What follows belongs to an exercise in optimizing a design on an open flow for small area and a short achievable clock period; a production flow would make more cautious choices. Only simulation tests tie the RTL to the original design; equivalence was not proved. Power and IR drop assume default switching activity.

==> flow/flow/run.sh <==
#!/bin/bash
# Standard ORFS layout, with the port buffers made of the smallest buffer cell,
# clock tree synthesis without dummy loads, and timing repair aiming at a
# shorter period than the constraint (the constraint itself is unchanged).
set -euo pipefail
cd "$(dirname "$0")/.."
export BUFFER_PORTS_ARGS="-buffer_cell sky130_fd_sc_hd__buf_1"
export CTS_ARGS="-sink_clustering_enable -repair_clock_nets -dont_use_dummy_load -buf_list sky130_fd_sc_hd__clkbuf_16 -sink_clustering_size 24 -sink_clustering_max_diameter 100"
export SETUP_SLACK_MARGIN=8.4
bash standard.sh > orfs_make.log 2>&1
==> flow/standard.sh <==
#!/bin/bash
# synth_recipe.tcl (not shown) runs the flow's synth.tcl, then flattens the netlist and writes it again
# the make line also repeats each setting of config.mk as NAME=value (left out here)
make -C /OpenROAD-flow-scripts/flow DESIGN_CONFIG=/design/flow/config.mk WORK_HOME=/design/flow/orfs CLKGATE_MAP_FILE= SYNTH_SCRIPT=/design/flow/synth_recipe.tcl "${@:-finish}"
==> flow/config.mk <==
export PLATFORM = sky130hd
export DESIGN_NAME = antibuee_proto
export DESIGN_NICKNAME = antibuee_proto
export VERILOG_FILES = /design/flow/design.v
export SDC_FILE = /design/flow/constraint.sdc
export NUM_CORES = 4
export LEC_CHECK = 0
export CAP_MARGIN = 20
export CORE_MARGIN = 2
export CORE_UTILIZATION = 40
export SLEW_MARGIN = 20
==> flow/constraint.sdc <==
create_clock -name core_clock -period 12.0 [get_ports {clk}]
set_input_delay 2.4000 -clock core_clock [delete_from_list [all_inputs] [get_ports {clk}]]
set_output_delay 2.4000 -clock core_clock [all_outputs]
set_load 0.01 [all_outputs]
==> flow/design.v <==
module antibuee_proto (
    input              clk,
    input              rst,           
    input              ev_valid,
    input      [2:0]   ev_kind,       
    input      [7:0]   ev_op,         
    input      [7:0]   ev_data,       
    input              ev_wr_ok,      
    output reg         resp_valid,
    output reg [1:0]   resp_code,     
    output reg         tx_valid,
    output reg         tx_two,
    output     [7:0]   tx_b0,
    output reg [7:0]   tx_b1,
    output reg         ack_valid,
    output     [7:0]   ack_cmd,
    output             ack_success,
    output reg [3:0]   ack_reason,
    output reg         unk_valid,
    output     [6:0]   raw_len,
    output     [511:0] raw_bytes,
    output reg         stat_valid,
    output     [223:0] stat_m,
    output     [29:0]  stat_s,
    output     [15:0]  stat_ts,
    output reg         terr_valid,
    output     [7:0]   terr_op,
    output reg         conn_valid,
    output             conn_state
);
    localparam [2:0] EV_ISSUE = 3'd0, EV_RX = 3'd1, EV_TICK = 3'd2,
                     EV_CONNECT = 3'd3, EV_DISCONNECT = 3'd4;
    localparam [1:0] ST_IDLE = 2'd0, ST_BOOT = 2'd1, ST_AWAIT = 2'd2;
    localparam [1:0] PH_START = 2'd0, PH_DATA = 2'd1, PH_ACK = 2'd2;
    localparam [1:0] R_ACCEPTED = 2'd0, R_INVALID = 2'd1, R_BUSY = 2'd2, R_TRANSPORT = 2'd3;
    localparam [3:0] RS_ACK = 4'd0, RS_HELLO_OLD = 4'd1, RS_HELLO_FIRST = 4'd2,
                     RS_STATUS = 4'd3, RS_TIMEOUT = 4'd4, RS_NAK = 4'd5,
                     RS_MALFORMED = 4'd6, RS_OVERFLOW = 4'd8;
    localparam [3:0] OPL_HELLO = 4'h0, OPL_STATUS = 4'h8;
    reg        connected;
    reg [1:0]  state;
    reg        boot2;         
    reg [3:0]  acnt;          
    reg [2:0]  bcnt;          
    reg [15:0] now;
    reg [3:0]  cmd;           
    reg [1:0]  phase;
    reg [6:0]  len_q;         
    reg        len_clr;       
    wire [6:0] len = len_clr ? 7'd0 : len_q;
    reg [7:0]  buf_mem [0:63];
    reg        sf_stat;       
    reg        sf_ok;         
    reg [2:0]  sf_idx;        
    reg        sf_neg;        
    reg [1:0]  sf_fst;        
    reg        sf_shp;        
    reg        sf_pdv;        
    reg [31:0] fm [0:6];      
    reg [5:0]  fs [0:4];      
    genvar gi;
    generate
        for (gi = 0; gi < 64; gi = gi + 1) begin : g_raw
            assign raw_bytes[8*gi +: 8] = buf_mem[gi];
        end
        for (gi = 0; gi < 7; gi = gi + 1) begin : g_m
            assign stat_m[32*gi +: 32] = fm[gi];
        end
        for (gi = 0; gi < 5; gi = gi + 1) begin : g_s
            assign stat_s[6*gi +: 6] = fs[gi];
        end
    endgenerate
    assign stat_ts     = now;
    assign raw_len     = len_q;
    assign conn_state  = connected;
    assign ack_success = ~ack_reason[3] & ~ack_reason[2];
    assign ack_cmd     = {4'h3, cmd};
    assign tx_b0       = {4'h3, cmd};
    assign terr_op     = {4'h3, cmd};
    function [7:0] full_enc(input [6:0] p);
        begin
            case (p)
                7'd0: full_enc = 8'd0;
                7'd1: full_enc = 8'd2;
                7'd2: full_enc = 8'd5;
                7'd3: full_enc = 8'd7;
                7'd4: full_enc = 8'd10;
                7'd5: full_enc = 8'd12;
                7'd6: full_enc = 8'd15;
                7'd7: full_enc = 8'd17;
                7'd8: full_enc = 8'd20;
                7'd9: full_enc = 8'd22;
                7'd10: full_enc = 8'd25;
                7'd11: full_enc = 8'd28;
                7'd12: full_enc = 8'd30;
                7'd13: full_enc = 8'd33;
                7'd14: full_enc = 8'd35;
                7'd15: full_enc = 8'd38;
                7'd16: full_enc = 8'd40;
                7'd17: full_enc = 8'd43;
                7'd18: full_enc = 8'd45;
                7'd19: full_enc = 8'd48;
                7'd20: full_enc = 8'd51;
                7'd21: full_enc = 8'd53;
                7'd22: full_enc = 8'd56;
                7'd23: full_enc = 8'd58;
                7'd24: full_enc = 8'd61;
                7'd25: full_enc = 8'd63;
                7'd26: full_enc = 8'd66;
                7'd27: full_enc = 8'd68;
                7'd28: full_enc = 8'd71;
                7'd29: full_enc = 8'd73;
                7'd30: full_enc = 8'd76;
                7'd31: full_enc = 8'd79;
                7'd32: full_enc = 8'd81;
                7'd33: full_enc = 8'd84;
                7'd34: full_enc = 8'd86;
                7'd35: full_enc = 8'd89;
                7'd36: full_enc = 8'd91;
                7'd37: full_enc = 8'd94;
                7'd38: full_enc = 8'd96;
                7'd39: full_enc = 8'd99;
                7'd40: full_enc = 8'd102;
                7'd41: full_enc = 8'd104;
                7'd42: full_enc = 8'd107;
                7'd43: full_enc = 8'd109;
                7'd44: full_enc = 8'd112;
                7'd45: full_enc = 8'd114;
                7'd46: full_enc = 8'd117;
                7'd47: full_enc = 8'd119;
                7'd48: full_enc = 8'd122;
                7'd49: full_enc = 8'd124;
                7'd50: full_enc = 8'd127;
                7'd51: full_enc = 8'd130;
                7'd52: full_enc = 8'd132;
                7'd53: full_enc = 8'd135;
                7'd54: full_enc = 8'd137;
                7'd55: full_enc = 8'd140;
                7'd56: full_enc = 8'd142;
                7'd57: full_enc = 8'd145;
                7'd58: full_enc = 8'd147;
                7'd59: full_enc = 8'd150;
                7'd60: full_enc = 8'd153;
                7'd61: full_enc = 8'd155;
                7'd62: full_enc = 8'd158;
                7'd63: full_enc = 8'd160;
                7'd64: full_enc = 8'd163;
                7'd65: full_enc = 8'd165;
                7'd66: full_enc = 8'd168;
                7'd67: full_enc = 8'd170;
                7'd68: full_enc = 8'd173;
                7'd69: full_enc = 8'd175;
                7'd70: full_enc = 8'd178;
                7'd71: full_enc = 8'd181;
                7'd72: full_enc = 8'd183;
                7'd73: full_enc = 8'd186;
                7'd74: full_enc = 8'd188;
                7'd75: full_enc = 8'd191;
                7'd76: full_enc = 8'd193;
                7'd77: full_enc = 8'd196;
                7'd78: full_enc = 8'd198;
                7'd79: full_enc = 8'd201;
                7'd80: full_enc = 8'd204;
                7'd81: full_enc = 8'd206;
                7'd82: full_enc = 8'd209;
                7'd83: full_enc = 8'd211;
                7'd84: full_enc = 8'd214;
                7'd85: full_enc = 8'd216;
                7'd86: full_enc = 8'd219;
                7'd87: full_enc = 8'd221;
                7'd88: full_enc = 8'd224;
                7'd89: full_enc = 8'd226;
                7'd90: full_enc = 8'd229;
                7'd91: full_enc = 8'd232;
                7'd92: full_enc = 8'd234;
                7'd93: full_enc = 8'd237;
                7'd94: full_enc = 8'd239;
                7'd95: full_enc = 8'd242;
                7'd96: full_enc = 8'd244;
                7'd97: full_enc = 8'd247;
                7'd98: full_enc = 8'd249;
                7'd99: full_enc = 8'd252;
                7'd100: full_enc = 8'd255;
                default: full_enc = 8'bx;
            endcase
        end
    endfunction
    wire [7:0] b        = ev_data;
    wire       is_issue = ev_valid && (ev_kind == EV_ISSUE);
    wire       is_rx    = ev_valid && (ev_kind == EV_RX);
    wire       is_tick  = ev_valid && (ev_kind == EV_TICK);
    wire       is_conn  = ev_valid && (ev_kind == EV_CONNECT);
    wire       is_disc  = ev_valid && (ev_kind == EV_DISCONNECT);
    wire [7:0] p = ev_data;
    wire p_le9   = ~|p[7:4] & (~p[3] | ~|p[2:1]);
    wire p_le100 = ~p[7] & (~p[6] | ~p[5] | (~p[4] & ~p[3] & (~p[2] | ~|p[1:0])));
    reg enc_ok;
    always @(*) begin
        case (ev_op)
            8'h30, 8'h37, 8'h38, 8'h39: enc_ok = 1'b1;
            8'h31, 8'h32:               enc_ok = p_le9;
            8'h36:                      enc_ok = p_le100;
            default:                    enc_ok = 1'b0;
        endcase
    end
    wire st_idle  = (state == ST_IDLE);
    wire st_boot  = (state == ST_BOOT);
    wire st_await = (state == ST_AWAIT);
    wire issue_ok   = is_issue && enc_ok && st_idle && connected && ev_wr_ok;
    wire issue_terr = is_issue && enc_ok && st_idle && !(connected && ev_wr_ok);
    wire cmd_status  = cmd[3] & ~cmd[0];
    wire timeout_due = st_await && (cmd_status ? (&acnt) : (acnt[3] | acnt[2] & (acnt[1] | acnt[0])));
    wire hello_due   = st_boot && !boot2 && (bcnt == 3'd7);
    wire status_due  = st_boot &&  boot2 && (bcnt[2] | &bcnt[1:0]);
    wire auto_due    = is_tick && (hello_due || status_due);
    wire b_marker = (b[7:1] == 7'b0011010);        
    wire b_hash   = (b == 8'h23);
    wire b_minus  = (b == 8'h2D);
    wire b_point  = (b == 8'h2E);
    wire b_digit  = (b[7:4] == 4'h3) && (~b[3] | ~|b[2:1]);
    wire b_open   = (b == 8'h5B);
    wire b_close  = (b == 8'h5D);
    wire overflow = len[6];
    wire rx_sess  = is_rx && st_await;
    wire append   = rx_sess && !overflow;
    wire first    = append && (len == 7'd0);
    wire ph_start = (phase == PH_START);
    wire ph_data  = (phase == PH_DATA);
    wire ph_ack   = (phase == PH_ACK);
    wire complete = append && b_marker && (ph_start || ph_ack);
    wire b0_hello_first = (buf_mem[0] == 8'h30);
    wire b0_hello_old   = (buf_mem[0] == 8'h33);
    wire stat_good      = sf_ok && (sf_idx == 3'd6) && sf_fst[0];
    reg       c_resolve;
    reg [3:0] c_reason;
    always @(*) begin
        c_resolve = 1'b1;
        c_reason  = RS_NAK;
        if (ph_start) begin
            if (len == 7'd0) begin
                c_reason = b[0] ? RS_ACK : RS_NAK;
            end else if (len == 7'd1 && b[0] && b0_hello_first) begin
                c_reason = RS_HELLO_FIRST;
            end else if (len == 7'd1 && b[0] && b0_hello_old) begin
                c_reason = RS_HELLO_OLD;
            end else begin
                c_resolve = 1'b0;
            end
        end else begin
            if (!sf_stat)
                c_resolve = 1'b0;
            else if (!b[0])
                c_reason = RS_NAK;
            else if (stat_good)
                c_reason = RS_STATUS;
            else
                c_reason = RS_MALFORMED;
        end
    end
    wire rx_ovf   = rx_sess && overflow;
    wire tick_to  = is_tick && timeout_due;
    wire resolve  = (complete && c_resolve) || rx_ovf || tick_to;
    wire unknown  = complete && !c_resolve;
    wire pl_char  = append && !first && ph_data && !b_close;
    always @(posedge clk) begin
        resp_valid <= 1'b0;
        tx_valid   <= 1'b0;
        ack_valid  <= 1'b0;
        unk_valid  <= 1'b0;
        stat_valid <= 1'b0;
        terr_valid <= 1'b0;
        conn_valid <= 1'b0;
        tx_b1      <= (ev_op[2] && !ev_kind[0]) ? full_enc(ev_data[6:0]) : {4'h3, ev_data[3:0]};
        resp_code  <= !enc_ok ? R_INVALID :
                      !st_idle ? R_BUSY :
                      !(connected && ev_wr_ok) ? R_TRANSPORT : R_ACCEPTED;
        ack_reason <= tick_to ? RS_TIMEOUT : rx_ovf ? RS_OVERFLOW : c_reason;
        len_q      <= len + {6'd0, append};
        len_clr    <= 1'b0;
        if (!st_await)
            acnt <= 4'd0;
        else if (is_tick)
            acnt <= acnt + 4'd1;
        if (!st_boot || (is_tick && (hello_due || status_due)))
            bcnt <= 3'd0;
        else if (is_tick)
            bcnt <= bcnt + 3'd1;
        if (!st_await)
            cmd <= st_idle ? ev_op[3:0] : boot2 ? OPL_STATUS : OPL_HELLO;
        tx_two <= st_idle & ~ev_op[3] & (ev_op[1] ^ ev_op[0]);
        if (rst) begin
            connected <= 1'b0;
            state     <= ST_IDLE;
            boot2     <= 1'b0;
            now       <= 16'd0;
            phase     <= PH_START;
            len_clr   <= 1'b1;
        end else begin
            if (is_tick)
                now <= now + 16'd1;
            if (is_issue)
                resp_valid <= 1'b1;
            if (issue_ok) begin
                tx_valid <= 1'b1;
                len_clr  <= 1'b1;
                phase    <= PH_START;
                state    <= ST_AWAIT;
            end
            if (issue_terr)
                terr_valid <= 1'b1;
            if (append) begin
                case (phase)
                    PH_START: if (b_open)   phase <= PH_DATA;
                    PH_DATA:  if (b_close)  phase <= PH_ACK;
                    default:  if (!b_close) phase <= PH_DATA;
                endcase
            end
            if (unknown) begin
                unk_valid <= 1'b1;
                len_clr   <= 1'b1;
                phase     <= PH_START;
            end
            if (resolve) begin
                ack_valid <= 1'b1;
                len_clr   <= 1'b1;
                phase     <= PH_START;
                if (complete && c_resolve && ph_ack && sf_stat && b[0] && stat_good)
                    stat_valid <= 1'b1;
                if (boot2) begin
                    state <= ST_BOOT;
                end else begin
                    state <= ST_IDLE;
                end
            end
            if (auto_due) begin
                if (ev_wr_ok) begin
                    tx_valid <= 1'b1;
                    len_clr  <= 1'b1;
                    phase    <= PH_START;
                    state    <= ST_AWAIT;
                    boot2    <= hello_due;
                end else begin
                    terr_valid <= 1'b1;
                    boot2      <= hello_due;
                    if (!hello_due)
                        state <= ST_IDLE;
                end
            end
            if (is_conn && !connected) begin
                connected  <= 1'b1;
                state      <= ST_BOOT;
                boot2      <= 1'b0;
                len_clr    <= 1'b1;
                phase      <= PH_START;
                conn_valid <= 1'b1;
            end
            if (is_disc) begin
                connected  <= 1'b0;
                state      <= ST_IDLE;
                boot2      <= 1'b0;
                len_clr    <= 1'b1;
                phase      <= PH_START;
                if (connected)
                    conn_valid <= 1'b1;
            end
        end
    end
    integer i;
    always @(posedge clk) begin
        for (i = 0; i < 64; i = i + 1)
            if (len == i)
                buf_mem[i] <= b;
    end
    wire [3:0]  sf_pd = tx_b1[3:0];    
    function [31:0] bk_add(input [31:0] a, input [31:0] b);
        reg [31:0] g, p;
        integer l, i;
        begin
            g = a & b;
            p = a ^ b;
            for (l = 1; l < 32; l = l * 2)
                for (i = 2 * l - 1; i < 32; i = i + 2 * l) begin
                    g[i] = g[i] | (p[i] & g[i-l]);
                    p[i] = p[i] & p[i-l];
                end
            for (l = 8; l >= 1; l = l / 2)
                for (i = 3 * l - 1; i < 32; i = i + 2 * l)
                    g[i] = g[i] | (p[i] & g[i-l]);
            bk_add = a ^ b ^ {g[30:0], 1'b0};
        end
    endfunction
    wire [31:0] fm_x8  = {fm[6][28:0], 3'b000};
    wire [31:0] fm_x2  = {fm[6][30:0], 1'b0};
    wire [31:0] fm_d   = {{28{sf_neg}}, sf_pd ^ {4{sf_neg}}};
    wire [31:0] fm_cs  = fm_x8 ^ fm_x2 ^ fm_d;
    wire [31:0] fm_cc  = (fm_x8 & fm_x2) | (fm_x8 & fm_d) | (fm_x2 & fm_d);
    wire [31:0] fm_add = bk_add(fm_cs, {fm_cc[30:0], sf_neg});
    wire        fs_shift = sf_shp && ~(sf_idx[2] & (sf_idx[1] | sf_idx[0]));
    always @(posedge clk) begin
        sf_shp <= 1'b0;
        sf_pdv <= 1'b0;
        if (first) begin
            sf_stat <= b_open;
            sf_ok   <= 1'b1;
            sf_idx  <= 3'd0;
            sf_neg  <= 1'b0;
            sf_fst  <= 2'b00;
        end else if (append && ph_ack && !b_marker) begin
            sf_ok <= 1'b0;
        end else if (pl_char) begin
            if (b_hash) begin
                if (!sf_fst[0] || sf_idx == 3'd6)
                    sf_ok <= 1'b0;
                sf_idx <= sf_idx + 3'd1;
                sf_neg <= 1'b0;
                sf_fst <= 2'b00;
                sf_shp <= 1'b1;
            end else if (b_minus) begin
                if (sf_fst != 2'b00 || sf_neg)
                    sf_ok <= 1'b0;
                sf_neg <= 1'b1;
            end else if (b_point) begin
                if (sf_fst != 2'b01 || (sf_idx[2] & (sf_idx[1] | sf_idx[0])))
                    sf_ok <= 1'b0;
                sf_fst <= 2'b10;
            end else if (b_digit) begin
                sf_fst <= {sf_fst[1], 1'b1};
                sf_pdv <= 1'b1;
            end else begin
                sf_ok <= 1'b0;
            end
        end
        if (first) begin
            fm[6] <= 32'd0;
        end else if (sf_shp) begin
            fm[6] <= 32'd0;
        end else if (sf_pdv) begin
            fm[6] <= fm_add;
        end
        if (sf_shp) begin
            fm[0] <= fm[1];
            fm[1] <= fm[2];
            fm[2] <= fm[3];
            fm[3] <= fm[4];
            fm[4] <= fm[5];
            fm[5] <= fm[6];
        end
        if (first || fs_shift)
            fs[4] <= 6'd0;
        else if (pl_char && b_digit && sf_fst[1])
            fs[4] <= fs[4] + 6'd1;
        if (fs_shift) begin
            fs[0] <= fs[1];
            fs[1] <= fs[2];
            fs[2] <= fs[3];
            fs[3] <= fs[4];
        end
    end
endmodule
==> parameters.txt, run 1 <==
Parameter                              Value

Outcome
  Run status ... timing/DRC/antenna clean

Synthesis
  Cell type with the highest aggregate area in the netlist ... edfxtp_1
  Top flip-flop cell by instance count after synthesis ... edfxtp_1
  Synth Instances ... 1699
  Register bit count reported by yosys ... 839
  Share of synthesized cell area in and, or, nand and nor gates ... 6.33%
  Share of the synthesized area in compound gates (AO/OA/AOI/OAI) ... 3.41%
  Synth top cells by count ... 733 x edfxtp_1, 164 x nor2_1, 106 x dfxtp_1, 63 x nand2_1, 60 x ha_1
  Async S/R FF share, synth ... 0%
  Most frequent cell after synthesis ... edfxtp_1
  Synthesized-area fraction occupied by xor and xnor cells ... 1.59%
  Yosys warnings ... 4
  Largest family of logic cells by synthesized area ... simple AND/OR/NAND/NOR gates
  Average footprint of a synthesized cell ... 17.8 um^2
  Cells taking the most area after synthesis ... edfxtp_1 73%, dfxtp_1 7.0%, fa_1 2.8%
  Number of distinct standard cells referenced by the synthesized netlist ... 82
  EDFF count, synth ... 733
  Multiplexer share of the synthesized area ... 1.70%
  Fraction of the mapped netlist area in adder cells ... 5.33%
  Portion of the post-synthesis area used by sequential elements ... 79.8%
  Netlist area before placement ... 30200 um^2
  Synth top area share ... 72.8%

Worst setup path
  Worst Setup Start Kind ... flop
  CP top delay family ... flip-flops
  Type of the worst setup path ... flop to output port
  Ordered cell list for the critical path ... buf_6
  Crit end category ... output port
  R2R setup slack ... 8.41 ns
  Critical path's slowest cell ... edfxtp_1
  Longest individual stage delay on the worst path ... 0.54 ns
  CP Data Required Time ... 9.60 ns
  Data arrival time of the worst path ... 1.33 ns
  Critical path peak fanout ... 1
  Number of buffer and inverter instances along the worst setup path ... 1

Clock network
  Clock tree from TritonCTS ... built
  H-tree depth reported by CTS ... 2
  Max Root-Sink Buffers ... 3
  Number of sinks on the clock net ... 839
  Cell at the root of the clock tree ... clkbuf_16
  Number of clock buffers inserted by TritonCTS ... 44
  Hold-fix buffers, CTS ... 0
  Clock latency reported for the late side of the worst-skew pair ... 0.58 ns
  Clock transition at path regs ... 0.09 ns

Global route
  Via count of the first global-routing pass ... 17700
  Leftover overflow at the end of global routing ... 0
  Global-route wire length before repair ... 124000 um
  Total global-route track usage ... 21.7%
  Pin count of the biggest net entering global routing ... 83
  Initial antenna violation count ... 0

Detailed routing
  1st-pass router iterations ... 6
  Average wire per standard cell ... 24.7 um
  Detailed-route vias per instance ... 5.14
  Post-route antenna net violation count ... 0
  Number of remaining DRC errors ... 0
  Post-detailed-routing wire length ... 88600 um
  Overall via count from detail_route ... 18500
  Starting DRT DRC Count ... 1774

Timing
  Sum of negative setup slack ... 0 ns
  Maximum achievable frequency ... 268 MHz
  Worst clock skew ... 0.0607 ns
  Final-report setup violation count ... 0
  Worst Max-Slew Pin Slew ... 1.11 ns
  Final hold viol count ... 0
  Hold slack final ... 0.375 ns
  Slew Limit Headroom ... 25.9%
  Max-slew violation count ... 0
  Min Clock Period, post-route ... 3.73 ns
  Period utilisation layout ... 31.1%
  RSZ-0062 raised after global routing ... true

Cells and area
  Synthesis-to-layout area growth ... 23.5%
  Final-layout fill cell count ... 6357
  Layout Cell Area excl Fill ... 37300 um^2
  Number of nets in the final layout ... 2752
  Fraction of final layout cells sized beyond drive strength 1 ... 18.1%

Floorplan
  Number of placement rows ... 100
  Overall die height ... 279 um
  Number of placed I/O pins ... 860
  Effective utilization at floorplan ... 40.5%
  Core area ... 74700 um^2
  Die outline area ... 77800 um^2
  Die span in x ... 279 um

Power
  Worst VDD drop ... 124 uV
  Leak ... 12.7 nW
  Power density relative to cell area ... 130 nW/um^2

Place
  HPWL after detailed placement ... 63800 um
  Cell area reported after detailed placement ... 34600 um^2
  Count of input and output buffers ... 847
  GP Congestion ... 0.898

Worst hold path
  Class of the worst hold path ... flop to flop

Flow run
  Max-cap check violation count ... 0
## layout make-up
| cell class | instances | area, um^2 | area share, % |
|---|---|---|---|
| antenna | 1 | 2.50 | 0.00670 |
| clock buffer | 44 | 1100 | 2.95 |
| inverter | 48 | 193 | 0.516 |
| multi-input combinational | 754 | 6030 | 16.1 |
| sequential | 839 | 24300 | 65.1 |
| tap | 969 | 1210 | 3.25 |
| timing repair buffer | 939 | 4480 | 12.0 |
## repair_timing
item	in CTS	in global routing
pin swaps	19	20
buffers inserted	35	39
resized for setup	277	170
setup endpoints to repair	202	198
## cells in the final DEF, fill, tap and decap left out, types with 38 or more instances in the layout
cell type,Yosys,routed
ha_1,60,45
clkbuf_16,0,44
inv_1,47,42
fa_1,43,40
dfxtp_4,0,42
edfxtp_1,733,733
buf_4,23,90
nand2_1,63,59
buf_6,2,38
clkbuf_2,1,76
buf_1,3,658
dfxtp_1,106,41
nor2_1,164,162
buf_2,12,66
## metrics by stage
step	power [mW]	utilization, %	setup slack (ns)	instances
2_1_floorplan	3.33	-	7.99	1709
3_3_place_gp	3.39	46.3	7.23	3474
3_5_place_dp	3.40	46.3	7.20	3474
4_1_cts	4.88	49.0	8.25	3553
5_1_grt	5.00	50.0	8.22	3593
6_report	4.85	50.0	8.27	3594
## sequential cells by signal, summed over array words and instances (netlist names), 2 cells and up
name	cells
sf_idx	3
tx_b1	8
acnt	4
state	2
ack_reason	4
sf_fst	2
bcnt	3
len_q	7
phase	2
fm	224
resp_code	2
cmd	4
fs	30
now	16
buf_mem	512
## layer usage
metal  up-vias  track usage [%]  routed length (um)
met4         0             6.89                2740
met2       791             37.5               45200
li1       8098                -                   -
met3       128             4.45                6270
met5         -                0                   0
met1      9466             27.3               34400
## worst register-to-register path: stages (launching register included)
cell      delay, ns
dfxtp_4        0.38
buf_12         0.15
buf_12         0.14
fa_2           0.55
ha_1           0.25
and4_4         0.21
a221oi_4       0.31
o21ai_4        0.13
a31oi_4        0.23
o41ai_4        0.09
fa_2           0.38
xnor2_2        0.14
xnor2_1        0.20
xnor2_1        0.14
mux2i_1        0.09
nor2_1         0.13
## cell families (layout without fill, tap and decap cells)
family                   Yosys count  after routing
other                              2             13
AND/OR/NAND/NOR                  384            384
buffers and inverters            116           1031
flip-flops                       839            839
multiplexers                      41             41
AO/OA/AOI/OAI                    159            159
XOR/XNOR                          55             55
adder cells (fa/ha/maj)          103            103
## report_power, final
part           switching (mW)  total (mW)  leakage (nW)  internal (mW)
sequential            0.00661        3.15          7.54           3.15
combinational           0.119       0.195          4.59         0.0755
clock                   0.850        1.50         0.542          0.655
## path summary, 6_finish.rpt
path	start	endpoint	cells past startpoint
max	buf_mem[8][4]	raw_bytes[68]	1
min	fm[4][9]	fm[3][9]	0
max reg2reg	sf_neg	fm[6][31]	15
min reg2reg	fm[4][9]	fm[3][9]	0
==> inputs of run 2 (changes only) <==
--- a/flow/flow/run.sh
+++ b/flow/flow/run.sh
@@ -6,5 +6,6 @@
 cd "$(dirname "$0")/.."
 export BUFFER_PORTS_ARGS="-buffer_cell sky130_fd_sc_hd__buf_1"
 export CTS_ARGS="-sink_clustering_enable -repair_clock_nets -dont_use_dummy_load -buf_list sky130_fd_sc_hd__clkbuf_16 -sink_clustering_size 24 -sink_clustering_max_diameter 100"
-export SETUP_SLACK_MARGIN=8.4
+export SETUP_SLACK_MARGIN=8.3
+export PLACE_PINS_ARGS="-min_distance 1 -min_distance_in_tracks"
 bash standard.sh > orfs_make.log 2>&1
--- a/flow/config.mk
+++ b/flow/config.mk
@@ -7,5 +7,5 @@
 export LEC_CHECK = 0
 export CAP_MARGIN = 20
 export CORE_MARGIN = 2
-export CORE_UTILIZATION = 40
+export CORE_UTILIZATION = 55
 export SLEW_MARGIN = 20
==> run 2 against run 1 <==
  * Non-clock buffer count down 48
  * Count of clock-buffer cells in the layout down 3
  * Design area down 3.7%
  * Die area down 27%
  * Utilization up 16 points
  * Via count down 1.3%
  * Register-to-register slack worse by 0.06 ns
  * Critical path type is now primary input to flop
==> parameters.txt, run 2 <==
Parameter                              Value

Outcome
  Run status ... timing/DRC/antenna clean

Synthesis
  Cells taking the most area after synthesis ... edfxtp_1 73%, dfxtp_1 7.0%, fa_1 2.8%
  Largest family of logic cells by synthesized area ... simple AND/OR/NAND/NOR gates
  Cell type with the highest aggregate area in the netlist ... edfxtp_1
  Yosys warnings ... 4
  Netlist area before placement ... 30200 um^2
  Average footprint of a synthesized cell ... 17.8 um^2
  Register bit count reported by yosys ... 839
  Portion of the post-synthesis area used by sequential elements ... 79.8%
  Top flip-flop cell by instance count after synthesis ... edfxtp_1
  EDFF count, synth ... 733
  Synth Instances ... 1699
  Share of synthesized cell area in and, or, nand and nor gates ... 6.33%
  Most frequent cell after synthesis ... edfxtp_1
  Synth top area share ... 72.8%
  Synthesized-area fraction occupied by xor and xnor cells ... 1.59%
  Share of the synthesized area in compound gates (AO/OA/AOI/OAI) ... 3.41%
  Synth top cells by count ... 733 x edfxtp_1, 164 x nor2_1, 106 x dfxtp_1, 63 x nand2_1, 60 x ha_1
  Async S/R FF share, synth ... 0%
  Number of distinct standard cells referenced by the synthesized netlist ... 82
  Multiplexer share of the synthesized area ... 1.70%
  Fraction of the mapped netlist area in adder cells ... 5.33%

Detailed routing
  Starting DRT DRC Count ... 1299
  1st-pass router iterations ... 5
  Average wire per standard cell ... 25.6 um
  Detailed-route vias per instance ... 5.58
  Post-route antenna net violation count ... 0
  Post-detailed-routing wire length ... 83700 um
  Overall via count from detail_route ... 18200
  Number of remaining DRC errors ... 0

Timing
  Final-report setup violation count ... 0
  Min Clock Period, post-route ... 3.78 ns
  Sum of negative setup slack ... 0 ns
  Slew Limit Headroom ... 25.0%
  Max-slew violation count ... 0
  Worst Max-Slew Pin Slew ... 1.12 ns
  Final hold viol count ... 0
  Worst clock skew ... 0.0917 ns
  Maximum achievable frequency ... 264 MHz
  RSZ-0062 raised after global routing ... true
  Period utilisation layout ... 31.5%

Power
  Switching portion of total power ... 19.8%
  Comb pwr share ... 4.0%
  Leak ... 11.9 nW
  Post-layout total power ... 4.79 mW
  Worst VDD drop ... 96.5 uV
  Pint ... 3.84 mW
  Part of the power in the clock network ... 30.0%
  Reg power frac ... 66.0%
  Power density relative to cell area ... 133 nW/um^2
  NetSw ... 0.950 mW

Floorplan
  Effective utilization at floorplan ... 55.9%
  Number of placed I/O pins ... 860
  Core area ... 54100 um^2
  Overall die height ... 239 um
  Number of placement rows ... 85
  Die span in x ... 239 um
  Die outline area ... 56900 um^2

Cells and area
  Number of nets in the final layout ... 2701
  Largest Register ... buf_mem
  Max reg flops ... 512
  Area of combinational cells with multiple inputs ... 5920 um^2
  Registers with the most flip-flops ... buf_mem: 512 flops, fm: 224 flops, fs: 30 flops
  Final-layout fill cell count ... 3958
  Diode count ... 0
  Synthesis-to-layout area growth ... 18.9%
  Fraction of final layout cells sized beyond drive strength 1 ... 9.21%
  Top library cells by usage in the layout, fill and taps aside ... 806 x buf_1, 733 x edfxtp_1, 163 x nor2_1
  Storage element area ... 24200 um^2
  Commonest non-fill, non-tap cell in the layout ... buf_1

Clock network
  Clock tree from TritonCTS ... built
  Clock latency reported for the late side of the worst-skew pair ... 0.61 ns
  Number of sinks on the clock net ... 839
  Clock transition at path regs ... 0.10 ns
  Number of clock buffers inserted by TritonCTS ... 41
  H-tree depth reported by CTS ... 2
  Max Root-Sink Buffers ... 3
  Hold-fix buffers, CTS ... 0
  Cell at the root of the clock tree ... clkbuf_16

Flow run
  Max-cap check violation count ... 0

Place
  GP Congestion ... 0.919
  Count of input and output buffers ... 847
  HPWL after detailed placement ... 58900 um

Worst setup path
  Critical path peak fanout ... 8
  Data arrival time of the worst path ... 4.19 ns
  Type of the worst setup path ... primary input to flop
  CP Data Required Time ... 12.41 ns
  Crit end category ... flop
  Worst Setup Start Kind ... primary input
  R2R setup slack ... 8.35 ns

Global route
  Leftover overflow at the end of global routing ... 0
  Pin count of the biggest net entering global routing ... 84
  Via count of the first global-routing pass ... 17300
  Global-route wire length before repair ... 118000 um
  Total global-route track usage ... 28.6%
  Initial antenna violation count ... 0

Worst hold path
  Class of the worst hold path ... flop to flop
## run 2: cell counts after synthesis
Identical to the previous run, type by type.
## run 2: worst paths after layout
path                                 start   endpoint  depth (start not counted)
worst max-delay path            ev_data[1]   tx_b1[0]                          9
worst min register to register    fm[2][1]   fm[1][1]                          0
worst max register to register      sf_neg  fm[6][31]                         16
worst min-delay path              fm[2][1]   fm[1][1]                          0
## run 2: area by class of cell
| type | instances | area share [%] |
|---|---|---|
| sequential | 839 | 67.3 |
| multi-input combinational | 754 | 16.4 |
| timing repair buffer | 891 | 10.5 |
| clock buffer | 41 | 2.85 |
| tap | 696 | 2.42 |
| inverter | 48 | 0.536 |
## run 2: layer usage
metal	global-route usage, %	vias to the layer above	routed length [um]
li1	-	7992	-
met1	35.7	9099	30900
met2	44.3	950	38100
met3	10.2	205	9410
met4	15.0	0	5180
met5	0	-	0
## run 2: cells by family after synthesis
kind of cell | after synthesis
AO/OA/AOI/OAI | 159
XOR/XNOR | 55
adder cells (fa/ha/maj) | 103
buffers and inverters | 116
flip-flops | 839
multiplexers | 41
other | 2
AND/OR/NAND/NOR | 384
## run 2: per-stage QoR
stage / hold slack, ns / instance area (um^2) / worst slack (ns) / util (%) / std cells
3_3_place_gp: 0.425 / 34200 / 7.07 / 63.2 / 3200
3_5_place_dp: 0.431 / 34200 / 7.00 / 63.2 / 3200
5_1_grt: 0.452 / 36000 / 8.13 / 66.4 / 3269
4_1_cts: 0.450 / 35600 / 8.30 / 65.8 / 3256
6_report: 0.448 / 36000 / 8.22 / 66.4 / 3269
2_1_floorplan: 0.452 / 30400 / 7.99 / - / 1709
## run 2: timing repair
item | in CTS | in global routing
pin swaps | 4 | 20
resized for setup | 82 | 67
gates cloned | 1 | 0
setup buffers | 14 | 13
endpoints found under the setup margin | 86 | 50
## run 2: power by group through the flow
stage | logic, mW | registers, mW | clock network, mW
2_1_floorplan | 0.0978 | 3.23 | 0
3_3_place_gp | 0.165 | 3.23 | 0
3_5_place_dp | 0.166 | 3.23 | 0
4_1_cts | 0.179 | 3.16 | 1.47
5_1_grt | 0.209 | 3.16 | 1.55
6_report | 0.191 | 3.16 | 1.44
## run 2: worst max-delay path, stage by stage
cell and delay, ns:
buf_16 0.10, clkinvlp_4 0.19, ha_4 0.34, nand2b_4 0.16, o21a_1 0.14, mux4_2 0.48
nor2_2 0.09, a311oi_1 0.05, a211o_1 0.23
==> inputs of run 3 (changes only) <==
--- a/flow/flow/run.sh
+++ b/flow/flow/run.sh
@@ -7,5 +7,4 @@
 export BUFFER_PORTS_ARGS="-buffer_cell sky130_fd_sc_hd__buf_1"
 export CTS_ARGS="-sink_clustering_enable -repair_clock_nets -dont_use_dummy_load -buf_list sky130_fd_sc_hd__clkbuf_16 -sink_clustering_size 24 -sink_clustering_max_diameter 100"
 export SETUP_SLACK_MARGIN=8.3
-export PLACE_PINS_ARGS="-min_distance 1 -min_distance_in_tracks"
 bash standard.sh > orfs_make.log 2>&1
--- a/flow/config.mk
+++ b/flow/config.mk
@@ -7,5 +7,6 @@
 export LEC_CHECK = 0
 export CAP_MARGIN = 20
 export CORE_MARGIN = 2
-export CORE_UTILIZATION = 55
+export CORE_UTILIZATION = 40
+export GPL_TIMING_DRIVEN = 0
 export SLEW_MARGIN = 20
==> run 3 against run 2 <==
  * First-iteration DRC count is 31% higher
  * Maximum frequency is 0.45% higher
  * Via count is 1.5% higher
  * Still clean on timing, DRC and antenna
  * Clock power is 3% higher
  * Global-route usage is 6.9 points lower
  * Synthesized cell count stayed put
  * Non-clock buffer count is 74 higher
  * Area after synthesis stayed put
  * Largest cell class unchanged
  * Register-to-register slack worse by 0.03 ns
  * Highest routed layer is now met5
  * Count of clock-buffer cells in the layout is 2 higher
==> parameters.txt, run 3 <==
Parameter                              Value

Outcome
  Run status ... timing/DRC/antenna clean

Synthesis
  Top flip-flop cell by instance count after synthesis ... edfxtp_1
  Synthesized-area fraction occupied by xor and xnor cells ... 1.59%
  Netlist area before placement ... 30200 um^2
  Synth top cells by count ... 733 x edfxtp_1, 164 x nor2_1, 106 x dfxtp_1, 63 x nand2_1, 60 x ha_1
  Register bit count reported by yosys ... 839
  Average footprint of a synthesized cell ... 17.8 um^2
  Number of distinct standard cells referenced by the synthesized netlist ... 82
  Yosys warnings ... 4
  Share of synthesized cell area in and, or, nand and nor gates ... 6.33%
  Cell type with the highest aggregate area in the netlist ... edfxtp_1
  EDFF count, synth ... 733
  Largest family of logic cells by synthesized area ... simple AND/OR/NAND/NOR gates
  Portion of the post-synthesis area used by sequential elements ... 79.8%
  Synth top area share ... 72.8%
  Cells taking the most area after synthesis ... edfxtp_1 73%, dfxtp_1 7.0%, fa_1 2.8%
  Fraction of the mapped netlist area in adder cells ... 5.33%
  Most frequent cell after synthesis ... edfxtp_1
  Async S/R FF share, synth ... 0%
  Synth Instances ... 1699
  Multiplexer share of the synthesized area ... 1.70%
  Share of the synthesized area in compound gates (AO/OA/AOI/OAI) ... 3.41%

Clock network
  Hold-fix buffers, CTS ... 0
  Clock transition at path regs ... 0.09 ns
  Number of sinks on the clock net ... 839
  Clock tree from TritonCTS ... built
  Max Root-Sink Buffers ... 3
  Clock latency reported for the late side of the worst-skew pair ... 0.60 ns
  Cell at the root of the clock tree ... clkbuf_16
  H-tree depth reported by CTS ... 2
  Number of clock buffers inserted by TritonCTS ... 43

Worst setup path
  Worst Setup Start Kind ... flop
  R2R setup slack ... 8.32 ns
  Beginning of the critical path ... cmd[3]
  Register-to-Register Path Depth ... 16
  Crit end category ... output port
  Endpoint of the worst register-to-register path ... fm[6][31]
  Longest individual stage delay on the worst path ... 0.48 ns
  Number of buffer and inverter instances along the worst setup path ... 2
  CP Data Required Time ... 9.60 ns
  Data arrival time of the worst path ... 1.37 ns
  Type of the worst setup path ... flop to output port
  Crit. path cell count ... 2
  Critical path peak fanout ... 4
  Critical path's slowest cell ... edfxtp_1
  CP top delay family ... flip-flops
  Launching point of the worst reg2reg path ... sf_neg
  Ordered cell list for the critical path ... buf_4 > buf_6
  Capture point of the worst path ... tx_b0[3]

Floorplan
  Number of placement rows ... 100
  Overall die height ... 279 um
  Die outline area ... 77800 um^2
  Core area ... 74700 um^2
  Effective utilization at floorplan ... 40.5%
  Number of placed I/O pins ... 860
  Die span in x ... 279 um

Cells and area
  Synthesis-to-layout area growth ... 22.7%
  Area of combinational cells with multiple inputs ... 5930 um^2
  Registers with the most flip-flops ... buf_mem: 512 flops, fm: 224 flops, fs: 30 flops
  Top library cells by usage in the layout, fill and taps aside ... 806 x buf_1, 733 x edfxtp_1, 162 x nor2_1
  Fraction of final layout cells sized beyond drive strength 1 ... 10.8%
  Largest Register ... buf_mem
  Max reg flops ... 512
  Commonest non-fill, non-tap cell in the layout ... buf_1
  Storage element area ... 24200 um^2
  Final-layout fill cell count ... 6339
  Diode count ... 0
  Number of nets in the final layout ... 2777

Power
  Reg power frac ... 64.8%
  Part of the power in the clock network ... 30.6%
  NetSw ... 0.986 mW
  Leak ... 12.3 nW
  Power density relative to cell area ... 131 nW/um^2
  Comb pwr share ... 4.6%
  Switching portion of total power ... 20.2%
  Worst VDD drop ... 104 uV
  Pint ... 3.89 mW

Global route
  Global-route wire length before repair ... 124000 um
  Via count of the first global-routing pass ... 17900
  Pin count of the biggest net entering global routing ... 51
  Total global-route track usage ... 21.7%
  Leftover overflow at the end of global routing ... 0
  Initial antenna violation count ... 0

Timing
  Maximum achievable frequency ... 265 MHz
  Hold slack final ... 0.433 ns
  Max-slew violation count ... 0
  Worst clock skew ... 0.0664 ns
  Sum of negative setup slack ... 0 ns
  Worst Max-Slew Pin Slew ... 1.09 ns
  Final hold viol count ... 0
  Final-report setup violation count ... 0
  Period utilisation layout ... 31.4%
  Min Clock Period, post-route ... 3.77 ns
  RSZ-0062 raised after global routing ... true
  Slew Limit Headroom ... 27.2%

Detailed routing
  Post-detailed-routing wire length ... 87800 um
  Overall via count from detail_route ... 18500
  Starting DRT DRC Count ... 1701
  Number of remaining DRC errors ... 0
  Detailed-route vias per instance ... 5.12
  1st-pass router iterations ... 5
  Average wire per standard cell ... 24.3 um
  Post-route antenna net violation count ... 0

Place
  Count of input and output buffers ... 846
  GP Congestion ... 0.914
  HPWL after detailed placement ... 65100 um

Worst hold path
  Hold Path Depth ... 0
  Class of the worst hold path ... flop to flop

Flow run
  Max-cap check violation count ... 0
[run 3: cell count changes in the layout (fill, tap and decap cells not counted), sizes merged]
cell,before,now
buf,870,921
clkbuf,61,85
bufbuf,1,2
clkinvlp,2,1
inv,46,47
[run 3: repair_timing]
| item | in CTS | in global routing |
|---|---|---|
| pin swaps | 18 | 25 |
| gates cloned | 2 | 0 |
| setup endpoints to repair | 88 | 64 |
| buffers inserted | 18 | 10 |
| resized for setup | 100 | 70 |
[run 3: layout make-up]
type	instances	area share [%]
plain buffers	68	1.23
multi-input cells	754	16.0
clock buffers	43	2.90
repair buffers	897	11.0
well taps	969	3.27
flip-flops and latches	839	65.2
inverters	48	0.516
[run 3: per-layer routing]
metal / global-route usage, % / part of all wire (%) / vias to the layer above
met5: 1.19 / 0.15 / -
met4: 7.98 / 3.9 / 2
met3: 4.77 / 7.4 / 162
met2: 37.0 / 50 / 856
met1: 27.1 / 38 / 9329
li1: - / - / 8168
[run 3: how the worst min path moves through the flow]
| stage | start | endpoint |
|---|---|---|
| CTS | fm[5][15] | fm[4][15] |
| detailed placement | fm[2][0] | fm[1][0] |
| floorplan | boot2 | state[0] |
| finish | fm[5][29] | fm[4][29] |
| global placement | fm[1][20] | fm[0][20] |
| global route | fm[3][24] | fm[2][24] |
[run 3: kinds of logic after synthesis]
logic type | count (synthesis)
DFF | 839
other | 2
adders and majority gates | 103
xor gates and xnor gates | 55
muxes | 41
AOI/OAI and AO/OA | 159
buffers and inverters | 116
and+or+nand+nor | 384
[run 3: power groups by stage]
stage | registers, mW | logic (mW) | clock network (mW)
6_report | 3.16 | 0.222 | 1.49
5_1_grt | 3.16 | 0.240 | 1.61
4_1_cts | 3.16 | 0.213 | 1.51
3_5_place_dp | 3.23 | 0.191 | 0
3_3_place_gp | 3.24 | 0.174 | 0
2_1_floorplan | 3.23 | 0.0978 | 0
[run 3: metrics by stage]
stage                     area, um^2  cells  total power, mW  worst slack, ns  utilization (%)
after floorplan                30400   1709             3.33             7.99                -
after global placement         34800   3524             3.41             2.53             46.6
after detailed placement       35200   3545             3.42             6.92             47.2
after CTS                      36900   3608             4.89             8.20             49.3
after global routing           37100   3618             5.01             8.11             49.7
final                          37100   3618             4.88             8.23             49.7
[run 3: worst register-to-register path, cell delays in order (launching register included)]
cell,delay (ns)
dfxtp_4,0.35
clkbuf_16,0.14
xor2_2,0.15
fa_1,0.53
ha_4,0.30
o211ai_1,0.08
o21a_1,0.21
a221o_1,0.37
o21ai_4,0.22
a31oi_4,0.13
o41ai_4,0.28
fa_2,0.29
xnor2_2,0.07
xnor2_1,0.21
xnor2_1,0.14
mux2i_1,0.09
nor2_1,0.10
==> inputs of run 4 (changes only) <==
--- a/flow/config.mk
+++ b/flow/config.mk
@@ -8,5 +8,4 @@
 export CAP_MARGIN = 20
 export CORE_MARGIN = 2
 export CORE_UTILIZATION = 40
-export GPL_TIMING_DRIVEN = 0
 export SLEW_MARGIN = 20
==> run 4 against run 3 <==
  * Non-clock buffer count down 64
  * Hold slack worse by 0.032 ns
  * Still clean on timing, DRC and antenna
  * Global-route usage about the same
  * Sequential share of layout area up 1.4 points
  * Die area unchanged
  * Critical path depth up 13
  * Synthesized cell count unchanged
  * Final cell count down 1.7%
==> parameters.txt, run 4 <==
Parameter                              Value

Outcome
  Run status ... timing/DRC/antenna clean

Clock network
  Number of clock buffers inserted by TritonCTS ... 44
  Clock latency reported for the late side of the worst-skew pair ... 0.60 ns
  Number of sinks on the clock net ... 839
  Clock tree from TritonCTS ... built
  Max Root-Sink Buffers ... 3
  Clock transition at path regs ... 0.09 ns
  H-tree depth reported by CTS ... 2
  Cell at the root of the clock tree ... clkbuf_16

Synthesis
  EDFF count, synth ... 733
  Portion of the post-synthesis area used by sequential elements ... 79.8%
  Synth Instances ... 1699
  Cell type with the highest aggregate area in the netlist ... edfxtp_1
  Register bit count reported by yosys ... 839
  Async S/R FF share, synth ... 0%
  Synth top area share ... 72.8%
  Netlist area before placement ... 30200 um^2
  Number of distinct standard cells referenced by the synthesized netlist ... 82
  Top flip-flop cell by instance count after synthesis ... edfxtp_1
  Most frequent cell after synthesis ... edfxtp_1
  Yosys warnings ... 4
  Average footprint of a synthesized cell ... 17.8 um^2
  Synth top cells by count ... 733 x edfxtp_1, 164 x nor2_1, 106 x dfxtp_1, 63 x nand2_1, 60 x ha_1
  Cells taking the most area after synthesis ... edfxtp_1 73%, dfxtp_1 7.0%, fa_1 2.8%

Timing
  Final hold viol count ... 0
  RSZ-0062 raised after global routing ... true
  Worst Max-Slew Pin Slew ... 1.12 ns
  Min Clock Period, post-route ... 3.69 ns
  Maximum achievable frequency ... 271 MHz
  Hold slack final ... 0.401 ns
  Final-report setup violation count ... 0
  Sum of negative setup slack ... 0 ns
  Worst clock skew ... 0.0622 ns
  Period utilisation layout ... 30.7%
  Max-slew violation count ... 0
  Slew Limit Headroom ... 24.9%

Global route
  Pin count of the biggest net entering global routing ... 88
  Global-route wire length before repair ... 125000 um
  Leftover overflow at the end of global routing ... 0
  Initial antenna violation count ... 1
  Total global-route track usage ... 21.7%
  Via count of the first global-routing pass ... 17600

Power
  Worst VDD drop ... 117 uV
  Leak ... 11.9 nW
  Power density relative to cell area ... 134 nW/um^2

Cells and area
  Largest Register ... buf_mem
  Max reg flops ... 512
  Number of nets in the final layout ... 2714
  Final Instance Count excl. Fillers ... 3555
  Diode count ... 0
  Post-layout utilization of the core ... 48.7%
  Commonest non-fill, non-tap cell in the layout ... buf_1
  Synthesis-to-layout area growth ... 20.2%
  Registers with the most flip-flops ... buf_mem: 512 flops, fm: 224 flops, fs: 30 flops
  Top library cells by usage in the layout, fill and taps aside ... 819 x buf_1, 733 x edfxtp_1, 163 x nor2_1
  Fraction of final layout cells sized beyond drive strength 1 ... 8.89%

Place
  GP Congestion ... 0.909
  Count of input and output buffers ... 847
  HPWL after detailed placement ... 63100 um
  Placed insts ... 3473

Worst hold path
  Class of the worst hold path ... flop to flop
  Hold Crit Endpoint ... fm[3][10]
  Hold Path Depth ... 0
  HP Start ... fm[4][10]

Worst setup path
  Critical path peak fanout ... 4
  Ordered cell list for the critical path ... xor2_2 > fa_1 > ha_4 > o211ai_1 > o21a_2 > a221o_1 > o21ai_4 > a31oi_4 > o41ai_4 > fa_2 > xnor2_2 > xnor2_1 > xnor2_1 > mux2i_1 > nor2_1
  Longest individual stage delay on the worst path ... 0.52 ns
  CP Data Required Time ... 12.50 ns
  Endpoint of the worst register-to-register path ... fm[6][31]
  R2R setup slack ... 8.31 ns
  Launching point of the worst reg2reg path ... tx_b1[3]
  Crit end category ... flop
  Worst Setup Start Kind ... flop
  Register-to-Register Path Depth ... 15
  Data arrival time of the worst path ... 4.19 ns
  Critical path's slowest cell ... fa_1
  Crit path top cell by count ... xnor2_1
  Type of the worst setup path ... flop to flop

Floorplan
  Effective utilization at floorplan ... 40.5%
  Number of placement rows ... 100
  Number of placed I/O pins ... 860
  Core area ... 74700 um^2
  Die span in x ... 279 um
  Die outline area ... 77800 um^2
  Overall die height ... 279 um

Detailed routing
  Post-route antenna net violation count ... 0
  Post-detailed-routing wire length ... 88000 um
  Starting DRT DRC Count ... 1465
  Number of remaining DRC errors ... 0
  Average wire per standard cell ... 24.7 um
  Detailed-route vias per instance ... 5.16
  1st-pass router iterations ... 5
  Overall via count from detail_route ... 18300

Flow run
  Max-cap check violation count ... 0
run 4: cell counts after synthesis:
Identical to the previous run, type by type.
run 4: worst max-delay path by stage:
stage | start | endpoint | slack (ns) | depth (start not counted)
6_report | tx_b1[3] | fm[6][31] | 8.31 | 15
5_1_grt | sf_neg | fm[6][31] | 8.07 | 16
4_1_cts | sf_neg | fm[6][31] | 8.22 | 16
3_5_place_dp | ev_data[2] | tx_b1[3] | 7.02 | 8
3_3_place_gp | ev_data[2] | tx_b1[3] | 7.06 | 8
2_1_floorplan | ev_data[1] | tx_b1[0] | 7.99 | 8
run 4: area by class of cell:
class	count	area (um^2)
Fill cell	6442	38300
Sequential cell	839	24200
Multi-Input combinational cell	754	5820
Timing Repair Buffer	901	3840
Tap cell	969	1210
Clock buffer	44	1100
Inverter	48	193
run 4: routing by layer:
layer	vias up	GRT usage, %	wire length [um]
met5	-	0	0
met4	0	5.25	2250
met3	112	4.14	6210
met2	823	38.3	45300
met1	9370	27.6	34200
li1	8023	-	-
run 4: through the flow:
step           total power [mW]  setup WS, ns  cell area (um^2)
2_1_floorplan              3.33          7.99             30400
3_3_place_gp               3.39          7.06             34500
3_5_place_dp               3.40          7.02             34500
4_1_cts                    4.89          8.22             36100
5_1_grt                    5.00          8.07             36400
6_report                   4.86          8.31             36400
run 4: kinds of logic (layout without fill, tap and decap cells):
family	Yosys count	count (layout)	share of synthesized area [%]
DFF	839	839	79.8
other	2	12	0.0248
muxes	41	41	1.70
xor gates and xnor gates	55	55	1.59
adders and majority gates	103	103	5.33
buffers and inverters	116	993	1.83
AOI/OAI and AO/OA	159	159	3.41
and+or+nand+nor	384	384	6.33
run 4: report_power, final:
| part | internal [mW] | switching (mW) | leakage, nW |
|---|---|---|---|
| Combinational | 0.0711 | 0.116 | 3.85 |
| Sequential | 3.16 | 0.00678 | 7.53 |
| Clock | 0.655 | 0.854 | 0.542 |
run 4: worst max-delay path, delay by kind of cell, from the launching register on:
kind,cells,cell delay (ns)
fa+ha+maj,3,1.10
mux,1,0.08
simple gates,1,0.12
xor+xnor,4,0.61
compound gates,6,1.31
flops,1,0.38
run 4: timing repair:
item	in CTS	in global routing
endpoints found under the hold margin	0	0
setup buffers	14	21
pin swaps	4	14
setup endpoints to repair	91	50
hold buffers	0	0
gates cloned	3	0
gates resized for setup	77	39
==> inputs of run 5 (changes only) <==
--- a/flow/config.mk
+++ b/flow/config.mk
@@ -8,4 +8,5 @@
 export CAP_MARGIN = 20
 export CORE_MARGIN = 2
 export CORE_UTILIZATION = 40
+export PLACE_DENSITY = 0.7
 export SLEW_MARGIN = 20
==> run 5 against run 4 <==
  * Still clean
  * Sequential share of layout area rose by 0.10 points
  * Clock power fell by 3%
  * Synthesized cell count did not move
  * Global-route usage fell by 0.52 points
  * Non-clock buffer count fell by 4
  * Register-to-register slack improved by 0.13 ns
  * Count of clock-buffer cells in the layout fell by 2
  * Sequential power barely moved
  * Total power fell by 1.1%
==> parameters.txt, run 5 <==
Parameter                              Value

Outcome
  Run status ... timing/DRC/antenna clean

Detailed routing
  Post-detailed-routing wire length ... 86900 um
  Average wire per standard cell ... 24.5 um
  Post-route antenna net violation count ... 0
  1st-pass router iterations ... 7
  Starting DRT DRC Count ... 1872
  Number of remaining DRC errors ... 0
  Detailed-route vias per instance ... 5.23
  Overall via count from detail_route ... 18600

Place
  HPWL after detailed placement ... 62500 um
  GP Congestion ... 0.930
  Placed insts ... 3473
  Count of input and output buffers ... 847
  Cell area reported after detailed placement ... 34500 um^2
  Dpl ws ... 7.17 ns

Synthesis
  Cells taking the most area after synthesis ... edfxtp_1 73%, dfxtp_1 7.0%, fa_1 2.8%
  Fraction of the mapped netlist area in adder cells ... 5.33%
  Top flip-flop cell by instance count after synthesis ... edfxtp_1
  Share of the synthesized area in compound gates (AO/OA/AOI/OAI) ... 3.41%
  Synth top cells by count ... 733 x edfxtp_1, 164 x nor2_1, 106 x dfxtp_1, 63 x nand2_1, 60 x ha_1
  Register bit count reported by yosys ... 839
  Multiplexer share of the synthesized area ... 1.70%
  Yosys warnings ... 4
  Async S/R FF share, synth ... 0%
  Share of synthesized cell area in and, or, nand and nor gates ... 6.33%
  Most frequent cell after synthesis ... edfxtp_1
  EDFF count, synth ... 733
  Number of distinct standard cells referenced by the synthesized netlist ... 82
  Average footprint of a synthesized cell ... 17.8 um^2
  Synth Instances ... 1699
  Synthesized-area fraction occupied by xor and xnor cells ... 1.59%
  Largest family of logic cells by synthesized area ... simple AND/OR/NAND/NOR gates
  Synth top area share ... 72.8%
  Netlist area before placement ... 30200 um^2
  Cell type with the highest aggregate area in the netlist ... edfxtp_1
  Portion of the post-synthesis area used by sequential elements ... 79.8%

Clock network
  Max Root-Sink Buffers ... 3
  H-tree depth reported by CTS ... 2
  Clock latency reported for the late side of the worst-skew pair ... 0.59 ns
  Clock tree from TritonCTS ... built
  Hold-fix buffers, CTS ... 0
  Clock transition at path regs ... 0.10 ns
  Cell at the root of the clock tree ... clkbuf_16
  Number of clock buffers inserted by TritonCTS ... 42
  Number of sinks on the clock net ... 839

Cells and area
  Layout Cell Area excl Fill ... 36300 um^2
  Top library cells by usage in the layout, fill and taps aside ... 814 x buf_1, 733 x edfxtp_1, 163 x nor2_1
  Commonest non-fill, non-tap cell in the layout ... buf_1
  Final Instance Count excl. Fillers ... 3550
  Synthesis-to-layout area growth ... 20.1%
  Max reg flops ... 512
  Fraction of final layout cells sized beyond drive strength 1 ... 9.61%
  Number of nets in the final layout ... 2708
  Post-layout utilization of the core ... 48.6%
  Largest Register ... buf_mem
  Registers with the most flip-flops ... buf_mem: 512 flops, fm: 224 flops, fs: 30 flops

Global route
  Leftover overflow at the end of global routing ... 0
  Total global-route track usage ... 21.2%
  Initial antenna violation count ... 2
  Via count of the first global-routing pass ... 18300
  Grt met2 use ... 37.0%
  Global-route wire length before repair ... 122000 um
  GRT busiest layer ... met2
  Pin count of the biggest net entering global routing ... 90
  Met1 layer usage reported by global route ... 26.6%
  Met3 track utilization from global routing ... 4.15%

Floorplan
  Effective utilization at floorplan ... 40.5%
  Overall die height ... 279 um
  Die outline area ... 77800 um^2
  Die span in x ... 279 um
  Number of placement rows ... 100
  Core area ... 74700 um^2
  Number of placed I/O pins ... 860

Timing
  Period utilisation layout ... 31.2%
  Maximum achievable frequency ... 267 MHz
  Slew Limit Headroom ... 26.2%
  Max-slew violation count ... 0
  Hold slack final ... 0.417 ns
  Final setup slack of the worst path ... 8.25 ns
  Worst Max-Slew Pin Slew ... 1.11 ns
  RSZ-0062 raised after global routing ... true
  Sum of negative setup slack ... 0 ns
  Final-report setup violation count ... 0
  Min Clock Period, post-route ... 3.75 ns
  Worst clock skew ... 0.0792 ns
  Final hold viol count ... 0

Worst setup path
  Launching point of the worst reg2reg path ... sf_neg
  Worst Setup Start Kind ... primary input
  Critical path peak fanout ... 8
  Data arrival time of the worst path ... 4.20 ns
  CP Data Required Time ... 12.45 ns
  Endpoint of the worst register-to-register path ... fm[6][31]
  R2R setup slack ... 8.44 ns
  Type of the worst setup path ... primary input to flop
  Register-to-Register Path Depth ... 17
  Crit end category ... flop

Worst hold path
  Hold Path Depth ... 0
  Class of the worst hold path ... flop to flop
  Hold Crit Endpoint ... fm[1][23]
  HP Start ... fm[2][23]

Power
  Leak ... 11.9 nW
  Worst VDD drop ... 113 uV
  Power density relative to cell area ... 132 nW/um^2
  Post-layout total power ... 4.80 mW

Flow run
  Max-cap check violation count ... 0
## run 5: cell count changes in the layout (fill, tap and decap cells not counted), sizes merged
cell,before,now
buf,887,886
bufbuf,2,0
clkbuf,56,53
diode,0,1
## run 5: area by class of cell
type,count,area [um^2]
well taps,969,1210
clock buffers,42,1050
diodes,1,2.50
flip-flops and latches,839,24200
inverters,48,190
repair buffers,897,3700
fillers,6287,38400
multi-input cells,754,5960
## run 5: where the power goes
group	switching [mW]	internal, mW	total, mW
registers	0.00665	3.15	3.16
logic	0.117	0.0684	0.185
clock network	0.832	0.626	1.46
## run 5: logic make-up after synthesis
group | count (synthesis)
AO/OA/AOI/OAI | 159
other | 2
multiplexers | 41
buffers and inverters | 116
adder cells (fa/ha/maj) | 103
AND/OR/NAND/NOR | 384
flip-flops | 839
XOR/XNOR | 55
## run 5: how the worst max path moves through the flow
stage	start	to	slack, ns	cells after the start
2_1_floorplan	ev_data[1]	tx_b1[0]	7.99	8
3_3_place_gp	ev_data[1]	tx_b1[0]	7.22	9
3_5_place_dp	ev_data[1]	tx_b1[0]	7.17	9
4_1_cts	fm[2][2]	stat_m[66]	8.28	1
5_1_grt	ev_data[1]	sf_idx[1]	8.19	11
6_report	ev_data[1]	sf_idx[1]	8.25	11
## run 5: worst max-delay path, stage by stage
cell	delay [ns]
clkbuf_16	0.13
clkinvlp_4	0.14
ha_2	0.26
nand2_1	0.14
nor4_4	0.06
buf_4	0.19
nor4_4	0.41
buf_4	0.19
nor2_1	0.04
a21oi_1	0.17
nor2_1	0.06
## run 5: timing repair
item / 4_1_cts / 5_1_grt
hold endpoints to repair: 0 / 0
buffers inserted: 19 / 13
gates cloned: 0 / 1
setup endpoints to repair: 89 / 56
pin swaps: 17 / 22
resized for setup: 73 / 69
## run 5: metal layers
metal	wire [um]	share of wire, %
met2	44500	51
met3	6070	7.0
met5	0	0
met4	2710	3.1
met1	33600	39
==> inputs of run 6 (changes only) <==
--- a/flow/config.mk
+++ b/flow/config.mk
@@ -5,8 +5,7 @@
 export SDC_FILE = /design/flow/constraint.sdc
 export NUM_CORES = 4
 export LEC_CHECK = 0
-export CAP_MARGIN = 20
+export CAP_MARGIN = 5
 export CORE_MARGIN = 2
 export CORE_UTILIZATION = 40
-export PLACE_DENSITY = 0.7
-export SLEW_MARGIN = 20
+export SLEW_MARGIN = 5
==> run 6 against run 5 <==
  * Still clean
  * Combinational power barely moved
  * First-iteration DRC count fell by 23%
  * Sequential share of layout area fell by 0.093 points
  * Count of clock-buffer cells in the layout rose by 2
  * Clock power rose by 3%
  * Final cell count rose by 0.14%
  * Setup slack improved by 0.053 ns
  * Sequential power barely moved
  * Flip-flop and latch count did not move
  * Clock skew fell by 0.014 ns
  * Synthesized cell count did not move
  * Design area barely moved
  * Critical path type is now flop to flop
  * Largest cell class unchanged
==> parameters.txt, run 6 <==
Parameter                              Value

Timing
  Hold slack final ... 0.401 ns
  Min Clock Period, post-route ... 3.69 ns
  Final-report setup violation count ... 0
  Maximum achievable frequency ... 271 MHz
  Period utilisation layout ... 30.8%
  Slew Limit Headroom ... 24.6%
  RSZ-0062 raised after global routing ... true
  Worst Max-Slew Pin Slew ... 1.13 ns
  Worst clock skew ... 0.0651 ns
  Sum of negative setup slack ... 0 ns
  Final hold viol count ... 0
  Max-slew violation count ... 0

Cells and area
  Largest Register ... buf_mem
  Number of nets in the final layout ... 2714
  Top library cells by usage in the layout, fill and taps aside ... 819 x buf_1, 733 x edfxtp_1, 164 x nor2_1
  Max reg flops ... 512
  Fraction of final layout cells sized beyond drive strength 1 ... 8.82%
  Commonest non-fill, non-tap cell in the layout ... buf_1
  Registers with the most flip-flops ... buf_mem: 512 flops, fm: 224 flops, fs: 30 flops
  Synthesis-to-layout area growth ... 20.2%
  Final-layout fill cell count ... 6440
  Diode count ... 0

Global route
  Initial antenna violation count ... 1
  Via count of the first global-routing pass ... 17600
  Leftover overflow at the end of global routing ... 0
  Total global-route track usage ... 21.7%
  Global-route wire length before repair ... 125000 um
  Pin count of the biggest net entering global routing ... 88

Synthesis
  Netlist area before placement ... 30200 um^2
  Portion of the post-synthesis area used by sequential elements ... 79.8%
  Number of distinct standard cells referenced by the synthesized netlist ... 82
  Register bit count reported by yosys ... 839
  Yosys warnings ... 4
  Synth top cells by count ... 733 x edfxtp_1, 164 x nor2_1, 106 x dfxtp_1, 63 x nand2_1, 60 x ha_1
  Cells taking the most area after synthesis ... edfxtp_1 73%, dfxtp_1 7.0%, fa_1 2.8%
  EDFF count, synth ... 733
  Synth Instances ... 1699
  Average footprint of a synthesized cell ... 17.8 um^2
  Cell type with the highest aggregate area in the netlist ... edfxtp_1
  Async S/R FF share, synth ... 0%
  Top flip-flop cell by instance count after synthesis ... edfxtp_1
  Most frequent cell after synthesis ... edfxtp_1
  Synth top area share ... 72.8%

Worst hold path
  Hold Path Depth ... 0
  HP Start ... fm[4][10]
  Hold Crit Endpoint ... fm[3][10]
  Class of the worst hold path ... flop to flop

Outcome
  Run status ... timing/DRC/antenna clean

Clock network
  Cell at the root of the clock tree ... clkbuf_16
  H-tree depth reported by CTS ... 2
  Clock latency reported for the late side of the worst-skew pair ... 0.60 ns
  Max Root-Sink Buffers ... 3
  Number of sinks on the clock net ... 839
  Clock transition at path regs ... 0.09 ns
  Clock tree from TritonCTS ... built
  Number of clock buffers inserted by TritonCTS ... 44

Place
  Count of input and output buffers ... 847
  GP Congestion ... 0.909
  HPWL after detailed placement ... 63100 um

Detailed routing
  Number of remaining DRC errors ... 0
  Starting DRT DRC Count ... 1450
  Post-route antenna net violation count ... 0
  1st-pass router iterations ... 8
  Post-detailed-routing wire length ... 88100 um
  Average wire per standard cell ... 24.8 um
  Detailed-route vias per instance ... 5.16
  Overall via count from detail_route ... 18300

Floorplan
  Number of placement rows ... 100
  Overall die height ... 279 um
  Die outline area ... 77800 um^2
  Die span in x ... 279 um
  Effective utilization at floorplan ... 40.5%
  Core area ... 74700 um^2
  Number of placed I/O pins ... 860

Power
  Power density relative to cell area ... 134 nW/um^2
  Worst VDD drop ... 117 uV
  Leak ... 11.9 nW

Worst setup path
  Endpoint of the worst register-to-register path ... fm[6][31]
  Worst Setup Start Kind ... flop
  Crit end category ... flop
  Critical path peak fanout ... 5
  R2R setup slack ... 8.31 ns
  Register-to-Register Path Depth ... 16
  Type of the worst setup path ... flop to flop
  CP Data Required Time ... 12.50 ns
  Launching point of the worst reg2reg path ... sf_neg
  Data arrival time of the worst path ... 4.19 ns

Flow run
  Max-cap check violation count ... 0
## run 6: kinds of logic after synthesis
kind of cell / count (synthesis) / share of synthesized area [%]
buf+inv: 116 / 1.83
other cells: 2 / 0.0248
fa+ha+maj: 103 / 5.33
xor+xnor: 55 / 1.59
compound gates: 159 / 3.41
mux: 41 / 1.70
simple gates: 384 / 6.33
flops: 839 / 79.8
## run 6: how the worst max path moves through the flow
stage	from	to	cells past startpoint	slack, ns
global placement	ev_data[2]	tx_b1[3]	8	7.06
CTS	sf_neg	fm[6][31]	16	8.22
global route	sf_neg	fm[6][31]	16	8.07
detailed placement	ev_data[2]	tx_b1[3]	8	7.02
finish	sf_neg	fm[6][31]	16	8.31
floorplan	ev_data[1]	tx_b1[0]	8	7.99
## run 6: area by class of cell
cell class / instances / area (um^2) / share of cell area [%]
sequential: 839 / 24200 / 66.6
clock buffer: 44 / 1100 / 3.03
multi-input combinational: 754 / 5810 / 16.0
timing repair buffer: 901 / 3840 / 10.6
inverter: 48 / 193 / 0.530
tap: 969 / 1210 / 3.33
## run 6: through the flow
stage | area, um^2 | instances | total power [mW] | utilization [%] | setup slack (ns)
global placement | 34500 | 3473 | 3.39 | 46.2 | 7.06
floorplan | 30400 | 1709 | 3.33 | - | 7.99
global route | 36400 | 3555 | 5.00 | 48.7 | 8.07
CTS | 36100 | 3534 | 4.89 | 48.3 | 8.22
finish | 36400 | 3555 | 4.86 | 48.7 | 8.31
detailed placement | 34500 | 3473 | 3.40 | 46.2 | 7.02
## run 6: per-layer routing
metal / vias to the layer above / GRT usage [%] / wire length [um]
li1: 8025 / - / -
met1: 9389 / 27.6 / 34500
met2: 820 / 38.3 / 45400
met3: 108 / 4.14 / 5970
met4: 0 / 5.25 / 2180
met5: - / 0 / 0
## run 6: timing repair
item                                   4_1_cts  5_1_grt
setup endpoints to repair                   91       50
buffers inserted                            14       21
resized for setup                           77       39
hold buffers                                 0        0
endpoints found under the hold margin        0        0
cloned                                       3        0
pin swaps                                    4       14
## run 6: critical path: stages (launching register included)
cell and delay, ns:
dfxtp_4 0.38, buf_12 0.14, buf_12 0.13, fa_1 0.46, ha_1 0.35, a21oi_1 0.18, o21ai_0 0.12, a221oi_2 0.33
o21ai_4 0.15, a31oi_4 0.19, o41ai_4 0.09, fa_2 0.39, xnor2_2 0.14, xnor2_1 0.22, xnor2_1 0.14, mux2i_1 0.08
nor2_1 0.12
## run 6: power by group
part | switching [mW] | leakage [nW] | internal [mW]
registers | 0.00672 | 7.53 | 3.16
logic | 0.116 | 3.85 | 0.0711
clock network | 0.857 | 0.542 | 0.655

static timing again, ports no longer ideal:
The results above use ideal ports. As a check the final layouts listed here were re-extracted and re-timed, cells and wires unchanged.
Step 1: set_driving_cell puts a clkbuf_16 on clk and a buf_2 on each other input, an assumption about the parent block.
Step 2 times the ports against the registers' clock, not the clock port: input delays grow and output delays shrink by t, the midpoint of the rising clock arrivals with the driver on.
Three values: no drivers, after step 1, after step 2; two values: the first two.
run	t, ns	setup slack, ns	clock arrival spread, ns
run 1	0.622	8.272 / 8.211 / 7.679	0.084 / 0.084
run 2	0.629	8.216 / 8.189 / 7.561	0.093 / 0.093
run 3	0.643	8.233 / 8.163 / 7.526	0.073 / 0.073
run 4	0.631	8.313 / 8.207 / 7.576	0.083 / 0.082
run 5	0.623	8.255 / 8.147 / 7.524	0.080 / 0.081
run 6	0.631	8.308 / 8.203 / 7.573	0.083 / 0.083
After both steps setup and hold are still met in every run listed. The setup slack of run 4, which loses most, moves by -0.106 ns with the drivers and by -0.737 ns with both steps.
